Background: an optimization exercise with open tools, aiming at small area, a short achievable clock period and few clock cycles. Do not read the settings as production practice.
RTL that was checked went through simulation tests only; none was proved equivalent to the original.
Power and IR drop assume default switching activity.

Design mix_core, start of the top module:
module mix_core (
    input  wire        clk,
    input  wire        rst,
    output reg         mem_req,
    output reg         mem_we,
    output reg  [11:0] mem_addr,
    output reg  [30:0] mem_wdata,
    input  wire        mem_ack,
    input  wire [30:0] mem_rdata,
    output wire        halted,
    output reg  [2:0]  fault_kind,
    output reg  [13:0] fault_operand,
    output reg  [11:0] pc,
    output reg         ov,
    output reg  [30:0] rA,
    output reg  [30:0] rX,
    output reg  [12:0] rI1,
    output reg  [12:0] rI2,
    output reg  [12:0] rI3,
    output reg  [12:0] rI4,
    output reg  [12:0] rI5,
    output reg  [12:0] rI6
);
    localparam [2:0] F_INDEX     = 3'd1;
    localparam [2:0] F_INDEXSPEC = 3'd2;
    localparam [2:0] F_ARG       = 3'd3;
    localparam [2:0] F_OPCODE    = 3'd4;
    localparam [2:0] P_F0   = 3'd0;   
    localparam [2:0] P_FD   = 3'd1;   
    localparam [2:0] P_R    = 3'd2;   
    localparam [2:0] P_W    = 3'd3;   
    localparam [2:0] P_NF1  = 3'd4;   
    localparam [2:0] P_NF2  = 3'd5;   
  ...
For scale: roughly 2600 cells after synthesis, about 250 I/O pins.
Settings: LEC_CHECK=0, ABC_AREA=1, CAP_MARGIN=20, CORE_MARGIN=2, CORE_UTILIZATION=40, CTS_CLUSTER_DIAMETER=150, CTS_CLUSTER_SIZE=20, PLACE_DENSITY=0.6, SLEW_MARGIN=20, TNS_END_PERCENT=100; clock period 10.0 ns.
standard.sh (not shown) runs the stock make flow with config.mk's settings and CLKGATE_MAP_FILE= SYNTH_SCRIPT=/design/flow/synth_recipe.tcl, a recipe that flattens the netlist after the stock synthesis.
==> flow/flow/run.sh <==
#!/bin/bash
set -euo pipefail
cd "$(dirname "$0")/.."
MARGIN=$(cat flow/margin.txt 2>/dev/null || echo 5)
bash standard.sh \
  "BUFFER_PORTS_ARGS=-buffer_cell sky130_fd_sc_hd__buf_1" \
  "SETUP_SLACK_MARGIN=${MARGIN}" \
  finish > standard_make.log 2>&1
==> flow/flow/margin.txt <==
6.5
Testbench counts at the start, summed over its fixed seeds: cycles 74,146.
==> next run, changes <==
--- a/flow/design.v
+++ b/flow/design.v
@@ -218,35 +218,32 @@
     wire decode = ((ph == P_FD) && mem_ack) || (ph == P_NF2);
     always @(posedge clk) begin
         idx_q <= idx_tc;
         if (ex1 && !c_load) begin
             mem_wdata <= sum[30:0];
             add_s     <= sa ^ neg;
         end
         if (exn)
             mem_wdata <= sum[30:0];
         if (ph == P_F0 && mem_ack)
             nb <= mem_rdata;
-        if (ph == P_R) begin
+        if (ph == P_R && mem_ack) begin
+            mem_wdata <= rd_word;
             add_es    <= rd_es;
             ex_r      <= cur_r;
-            if (mem_ack)
-                mem_wdata <= rd_word;
-        end
-        if (ph == P_FD || ph == P_NF2) begin
-            fault_kind    <= d_kind;
-            fault_operand <= d_operand;
         end
         if (ph == P_W && mem_ack && mem_addr == pc)
             nb <= mem_wdata;
         if (decode) begin
+            fault_kind    <= d_kind;
+            fault_operand <= d_operand;
             cur_c         <= n_c;
             cur_r         <= n_r;
             cur_l0        <= (n_l == 3'd0);
             cur_fm        <= n_fm;
             if (ph == P_FD)
                 nb <= mem_rdata;
         end
     end
     always @(posedge clk) begin
         if (rst) begin
             ph      <= P_F0;
Hold slack improved by 18 ps; via count fell by about 1.3%; maximum frequency is about the same; cell count decreases by about 0.6%; power falls by 24%; sequential power drops by 17%; wire length falls by about 1.5%; utilization is higher by 1.3 points; synthesized cell count went down by 2.3%.
Testbench counts after the change, summed over its fixed seeds: cycles 74,146.

mix_core, a different RTL version from the one above (not shown whole).
Size: roughly 290 flip-flops, roughly 250 I/O pins.
export LEC_CHECK = 0
export ABC_AREA = 1
export CAP_MARGIN = 20
export CORE_MARGIN = 2
export CORE_UTILIZATION = 40
export CTS_CLUSTER_DIAMETER = 150
export CTS_CLUSTER_SIZE = 20
export PLACE_DENSITY = 0.6
export SLEW_MARGIN = 20
export TNS_END_PERCENT = 100
create_clock -name core_clock -period 10.0 [get_ports {clk}]
Scripts as last shown in full above: flow/flow/run.sh, flow/flow/margin.txt
The baseline completed without violations.
Testbench counts at the start, summed over its fixed seeds: cycles 74,146.
==> next run, changes <==
--- a/flow/design.v
+++ b/flow/design.v
@@ -69,16 +69,19 @@
             assign n_fm[5 - gi] = (gi >= n_l) && (gi <= n_r);
         end
     endgenerate
     wire [14:0] ea_c;
     mix_bk_add #(.W(14), .L(4)) u_ea (
         .a(idx_q), .b({2'b00, n_addr} ^ {14{n_sign}}), .ci(n_sign), .s(ea_c));
     wire [13:0] ea      = ea_c[13:0];
     wire        ea_bad  = ea[13] || (ea[12:0] >= 13'd4000);
+    wire n_whole = (n_f == 6'd5) && ((n_c == 6'd24) || (n_c == 6'd31) || (n_c == 6'd33))
+                   && !exn && !ex2;
+    wire [30:0] n_wsrc = n_c[5] ? 31'd0 : (n_c[0] ? rX : rA);
     wire early_fault = nb_pcf || n_bad_i || n_bad_f;
     wire any_fault   = early_fault || !n_known || n_bad_k || ea_bad;
     reg [2:0]  d_kind;
     reg [13:0] d_operand;
     always @(*) begin
         if (nb_pcf) begin
             d_kind = F_INDEX;     d_operand = {2'b00, pc};
         end else if (n_bad_i) begin
@@ -304,16 +307,21 @@
                 else
                     nb_pcf <= 1'b1;
                 if (!early_fault)
                     pc <= pc_inc;
                 if (any_fault) begin
                     mem_req <= 1'b0;
                     halt_q  <= !exn;
                     ph      <= P_HALT;
+                end else if (n_whole) begin
+                    mem_req   <= 1'b1;
+                    mem_we    <= 1'b1;
+                    mem_wdata <= n_wsrc;
+                    ph        <= P_W;
                 end else begin
                     mem_req  <= 1'b1;
                     ph       <= P_R;
                 end
             end
         end
     end
 endmodule
=>
- routed wire length came out higher by 19%
- clock power came out higher by 2.8%
- power came out higher by 13%
- setup slack degrades by 250 ps
- cell count came out higher by 8.3%
- hold slack degrades by 12 ps
- via count came out higher by 11%
- fmax came out lower by 6.7%
- count of clock-buffer cells in the layout came out higher by 1
- synthesized area came out higher by 4.8%
- global-route usage came out higher by 3.8 points
- combinational power came out higher by 54%
- utilization came out higher by 0.79 points
- register-to-register slack degrades by 280 ps
For the second run of this note, only the layout was checked, not whether the RTL still works.

Setup of v6:
RTL: one of the versions met above, not the one the previous note started from.
Size: about 2600 cells after synthesis, roughly 290 flip-flops, ~250 I/O pins, about 18000 sq um of cells after synthesis.
==> flow/design.v (excerpt) <==
module mix_core (
    input  wire        clk,
    input  wire        rst,
    output reg         mem_req,
    output reg         mem_we,
    output reg  [11:0] mem_addr,
    output reg  [30:0] mem_wdata,
    input  wire        mem_ack,
    input  wire [30:0] mem_rdata,
    output wire        halted,
    output reg  [2:0]  fault_kind,
    output reg  [13:0] fault_operand,
    output reg  [11:0] pc,
    output reg         ov,
    output reg  [30:0] rA,
    output reg  [30:0] rX,
    output reg  [12:0] rI1,
    output reg  [12:0] rI2,
    output reg  [12:0] rI3,
    output reg  [12:0] rI4,
    output reg  [12:0] rI5,
    output reg  [12:0] rI6
);
clock: 10.0 ns
lec_check: 0
abc_area: 1
cap_margin: 20
core_margin: 2
core_utilization: 40
cts_cluster_diameter: 150
cts_cluster_size: 20
place_density: 0.6
slew_margin: 20
tns_end_percent: 100
==> flow/flow/margin.txt <==
6.7
Scripts as last shown in full above: flow/flow/run.sh
v6: PASS, flow complete, no timing, DRC or antenna violations
Testbench counts of v6, summed over its fixed seeds: cycles 74,146.
[inputs] v7 vs v6
--- a/flow/design.v
+++ b/flow/design.v
@@ -223,25 +223,22 @@
             add_s     <= sa ^ neg;
         end
         if (exn)
             mem_wdata <= sum[30:0];
         if (ph == P_F0 && mem_ack)
             nb <= mem_rdata;
-        if (ph == P_R) begin
+        if (ph == P_R && mem_ack) begin
+            mem_wdata <= rd_word;
             add_es    <= rd_es;
             ex_r      <= cur_r;
-            if (mem_ack)
-                mem_wdata <= rd_word;
-        end
-        if (ph == P_FD || ph == P_NF2) begin
-            fault_kind    <= d_kind;
-            fault_operand <= d_operand;
         end
         if (ph == P_W && mem_ack && mem_addr == pc)
             nb <= mem_wdata;
         if (decode) begin
+            fault_kind    <= d_kind;
+            fault_operand <= d_operand;
             cur_c         <= n_c;
             cur_r         <= n_r;
             cur_l0        <= (n_l == 3'd0);
             cur_fm        <= n_fm;
             if (ph == P_FD)
                 nb <= mem_rdata;
Notes after the runs:
v7: PASS, flow complete, no timing, DRC or antenna violations
v6 has a higher depth of the most critical reg-to-reg path than v7.
v6 → v7: post-synthesis to final-layout area growth saw an increase; fraction of power consumed by the clock network increased by 6.6 points relative to the old numbers; worst setup slack shows no meaningful change; core utilization higher.
Testbench counts of v7, summed over its fixed seeds: cycles 74,146.

== the previous run ==
mix_core with an RTL version that a note above also has.
For scale: roughly 3000 cells after synthesis, roughly 250 I/O pins, ~0.020 mm^2 of cells after synthesis.
==> flow/config.mk <==
export PLATFORM = sky130hd
export DESIGN_NAME = mix_core
export DESIGN_NICKNAME = mix_core
export VERILOG_FILES = /design/flow/design.v
export SDC_FILE = /design/flow/constraint.sdc
export NUM_CORES = 4
export LEC_CHECK = 0
export ABC_AREA = 1
export CAP_MARGIN = 20
export CORE_MARGIN = 2
export CORE_UTILIZATION = 40
export PLACE_DENSITY = 0.6
export SLEW_MARGIN = 20
export TNS_END_PERCENT = 100
==> flow/constraint.sdc <==
create_clock -name core_clock -period 10.0 [get_ports {clk}]
set_input_delay 2.0000 -clock core_clock [delete_from_list [all_inputs] [get_ports {clk}]]
set_output_delay 2.0000 -clock core_clock [all_outputs]
set_load 0.01 [all_outputs]
==> flow/flow/margin.txt <==
6.5
Scripts as last shown in full above: flow/flow/run.sh
Changes in the current run relative to the previous run:
--- a/flow/design.v
+++ b/flow/design.v
@@ -71,15 +71,12 @@
     endgenerate
     wire [14:0] ea_c;
     mix_bk_add #(.W(14), .L(4)) u_ea (
         .a(idx_q), .b({2'b00, n_addr} ^ {14{n_sign}}), .ci(n_sign), .s(ea_c));
     wire [13:0] ea      = ea_c[13:0];
     wire        ea_bad  = ea[13] || (ea[12:0] >= 13'd4000);
-    wire n_whole = (n_f == 6'd5) && ((n_c == 6'd24) || (n_c == 6'd31) || (n_c == 6'd33))
-                   && !exn && !ex2;
-    wire [30:0] n_wsrc = n_c[5] ? 31'd0 : (n_c[0] ? rX : rA);
     wire early_fault = nb_pcf || n_bad_i || n_bad_f;
     wire any_fault   = early_fault || !n_known || n_bad_k || ea_bad;
     reg [2:0]  d_kind;
     reg [13:0] d_operand;
     always @(*) begin
         if (nb_pcf) begin
@@ -309,17 +306,12 @@
                 if (!early_fault)
                     pc <= pc_inc;
                 if (any_fault) begin
                     mem_req <= 1'b0;
                     halt_q  <= !exn;
                     ph      <= P_HALT;
-                end else if (n_whole) begin
-                    mem_req   <= 1'b1;
-                    mem_we    <= 1'b1;
-                    mem_wdata <= n_wsrc;
-                    ph        <= P_W;
                 end else begin
                     mem_req  <= 1'b1;
                     ph       <= P_R;
                 end
             end
         end
## What came out
The higher total power of the previous run and the current run is in the previous run.
Higher number of standard cells in the layout, taps in and fillers out among the previous run and the current run: the previous run
Taking the current run as 1.0, the previous run lands at 1.10 on multi-input combinational cell area.
Going from the previous run to the current run, cell area after technology mapping shrinks by 930 um^2.
On sequential fraction of total cell area: between the previous run and the current run, it ends up lower for the previous run.
Measured against each other, the previous run and the current run differ in compound-cell area share of the yosys netlist, the higher figure coming from the previous run.
Diff the previous run -> the current run: utilization of the core after routing went down by 0.77 points; post-route standard cell area excluding fillers went down by 0.0015 mm^2; power of the sequential group went down by about 3%.
The lower data required time of the critical path came out of the current run.
Run comparison: the current run termination of the worst setup path mem_wdata[17]; the previous run termination of the worst setup path mem_wdata[18]
The routed metal-1 wire length reported for the current run is smaller than that of the previous run by 13%.
Against the previous run as the reference, the current run delivers a lower cell-internal power.
Testbench counts of the current run, summed over its fixed seeds: cycles 74,146.
The RTL of the previous run was laid out without a check of its function.

separate check: timing with driven ports:
No port has a modelled driver above. Below, the same layouts with a new extraction and two added sets of constraints.
Step 1: set_driving_cell puts a clkbuf_16 on clk and a buf_2 on each other input, an assumption about the parent block.
Step 2 moves the port delays by t, midway between the first and last clock arrival at a register: inputs arrive t later, outputs are due t later. That takes back most of the time a late clock gives input paths.
Three values: ideal ports, drivers, drivers and shift; two values: the first two.
| run | t, ns | setup WS [ns] | cell pins on the clock port's net |
|---|---|---|---|
| the first run of note 1 | 0.611 | 6.498 / 6.438 / 6.077 | 1 |
| the second run of note 1 | 0.597 | 6.489 / 6.431 / 6.132 | 1 |
| the first run of note 2 | 0.605 | 6.480 / 6.412 / 6.003 | 1 |
| the second run of note 2 | 0.621 | 6.228 / 6.228 / 5.971 | 1 |
| v6 | 0.605 | 6.668 / 6.609 / 6.218 | 1 |
| v7 | 0.590 | 6.666 / 6.612 / 6.241 | 1 |
| the previous run | 0.623 | 6.166 / 6.166 / 5.957 | 1 |
| the current run | 0.624 | 6.518 / 6.455 / 5.989 | 1 |
After both steps setup and hold are still met in every run listed. For the current run, which loses most, drivers alone change the setup slack by -0.063 ns; drivers and shift together by -0.529 ns.
